This is an optimization exercise on Yosys and OpenROAD, whose aim is small area, a short achievable clock period and few clock cycles, not a production implementation. In this exercise RTL edits were held to simulation tests only and were not proved equivalent to the original. No activity file was given, so power comes from the tool's default toggle rates.

Design m3pcs_can_core, start of the top module:
module m3pcs_can_core (
    input  wire        clk,
    input  wire        rst,
    input  wire        rx_valid,
    input  wire [10:0] rx_id,
    input  wire [3:0]  rx_len,
    input  wire [63:0] rx_data,
    output wire        rx_ready,
    input  wire        cmd_valid,
    input  wire [1:0]  cmd_op,        
    output wire        cmd_ready,
    input  wire        cad_en,
    input  wire [3:0]  in_opcode,
    input  wire [15:0] in_vtgt_raw,
    input  wire [15:0] in_pwr_w,
    input  wire        in_chg_active,
    output wire        tx_valid,
    output reg  [10:0] tx_id,
    output reg  [3:0]  tx_len,
    output reg  [63:0] tx_data,
    input  wire        tx_ready,
    output wire [7:0]  vm_mode,
    output wire [15:0] vm_vbus,
    output wire [15:0] vm_vset,
    output wire [15:0] vm_pmax,
    output wire [3:0]  vm_ilim_code,
    output wire [4:0]  vm_ilim_a,
    output wire        vm_en,
    output wire [13:0] acv_raw,
    output wire [9:0]  aci_raw,
    output wire [11:0] dcdc_i_raw,
    output wire [11:0] hvv_raw,
    output wire [9:0]  lvv_raw,
    output wire [63:0] alertm_raw,
    output wire [63:0] alertl_raw
);
export LEC_CHECK = 0
export CAP_MARGIN = 20
export CORE_MARGIN = 2
export CORE_UTILIZATION = 40
export CTS_CLUSTER_DIAMETER = 100
export CTS_CLUSTER_SIZE = 24
export PLACE_DENSITY = 0.6
export SLEW_MARGIN = 20
create_clock -name core_clock -period 10.0 [get_ports {clk}]
standard.sh (not shown) runs the stock make flow with config.mk's settings and CLKGATE_MAP_FILE= SYNTH_SCRIPT=/design/flow/synth_recipe.tcl, a recipe that flattens the netlist after the stock synthesis.
==> flow/flow/run.sh <==
#!/bin/bash
# The standard layout (standard.sh), with two changes to how it is made:
# the port buffers are buf_1 cells instead of the delay cell that buffer_ports
# picks by default, and setup repair aims for 7 ns of slack at the design's
# 10 ns period. The tools' output goes to standard.log.
set -e
bash standard.sh finish \
  SETUP_SLACK_MARGIN=6.6 \
  "BUFFER_PORTS_ARGS=-buffer_cell sky130_fd_sc_hd__buf_1" > standard.log 2>&1
Testbench counts at the start, summed over its fixed seeds: cycles 5,661.
Edit:
--- a/flow/flow/run.sh
+++ b/flow/flow/run.sh
@@ -7,3 +7,3 @@
 bash standard.sh finish \
-  SETUP_SLACK_MARGIN=6.6 \
+  SETUP_SLACK_MARGIN=7 \
   "BUFFER_PORTS_ARGS=-buffer_cell sky130_fd_sc_hd__buf_1" > standard.log 2>&1
--- a/flow/config.mk
+++ b/flow/config.mk
@@ -10,4 +10,2 @@
 export CORE_UTILIZATION = 40
-export CTS_CLUSTER_DIAMETER = 100
-export CTS_CLUSTER_SIZE = 24
 export PLACE_DENSITY = 0.6
What happened: Power increases by 21%; final area goes up by 18%; final cell count rises by 9.3%; core utilization came out higher by 8.6 points; die area stays the same; wire length rose by 15%; hold slack gains 0.0054 ns; synthesized area is unchanged; count of clock-buffer cells in the layout came out higher by 31; critical path depth climbs by 1.
Edit:
==> flow/flow/run.sh (replaced) <==
#!/bin/bash
# The standard layout (standard.sh), with two changes to how it is made:
# the port buffers are buf_2 cells instead of the delay cell that buffer_ports
# picks by default, and setup repair aims for 7 ns of slack at the design's
# 10 ns period. The tools' output goes to standard.log.
set -e
bash standard.sh finish \
  SETUP_SLACK_MARGIN=7 \
  "BUFFER_PORTS_ARGS=-buffer_cell sky130_fd_sc_hd__buf_2" > standard.log 2>&1
--- a/flow/config.mk
+++ b/flow/config.mk
@@ -7,2 +7,3 @@
 export LEC_CHECK = 0
+export ABC_CLOCK_PERIOD_IN_PS = 2000
 export CAP_MARGIN = 20
=> Die area stays the same. Clock-buffer cell count went up by 4. Combinational power went down by a few percent. Fmax came out higher slightly. Area after synthesis does not change.
Edit:
--- a/flow/config.mk
+++ b/flow/config.mk
@@ -7,3 +7,2 @@
 export LEC_CHECK = 0
-export ABC_CLOCK_PERIOD_IN_PS = 2000
 export CAP_MARGIN = 20
@@ -11,2 +10,4 @@
 export CORE_UTILIZATION = 40
+export CTS_CLUSTER_DIAMETER = 100
+export CTS_CLUSTER_SIZE = 24
 export PLACE_DENSITY = 0.6
- worst hold slack improved by 0.0045 ns
- core utilization goes down by 1.6 points
- cell area goes down by about 2.8%
- area after synthesis stays the same
- first-iteration DRC count goes down by 7.5%
- count of clock-buffer cells in the layout goes down by 35
- via count goes down by 2.5%
- clock skew goes up by 0.015 ns
- total power goes down by 15%
- setup slack got worse by 0.0092 ns
- combinational power is about the same

## separate check: timing with driven ports
The flow's constraints put no driver on any port. The routed layouts listed below were extracted and timed again, unchanged, in two steps.
Step 1 assumes that a clkbuf_16 drives the clock port and a buf_2 every other input.
Step 2 moves the port delays by t, midway between the first and last clock arrival at a register: inputs arrive t later, outputs are due t later. That takes back most of the time a late clock gives input paths.
Slacks: no drivers / after step 1 / after step 2; pairs: no drivers / after step 1.
| run | t, ns | slack for setup (ns) | worst setup path at the end |
|---|---|---|---|
| the first run | 0.644 | 6.563 / 6.591 / 5.947 | input to register |
| the second run | 0.649 | 6.533 / 6.557 / 5.908 | input to register |
| the third run | 0.647 | 6.546 / 6.563 / 5.916 | input to register |
| the fourth run | 0.654 | 6.536 / 6.556 / 5.902 | input to register |
After both steps every run listed still meets setup and hold. The setup slack of the fourth run, which loses most, moves by +0.020 ns with the drivers and by -0.634 ns with both steps.
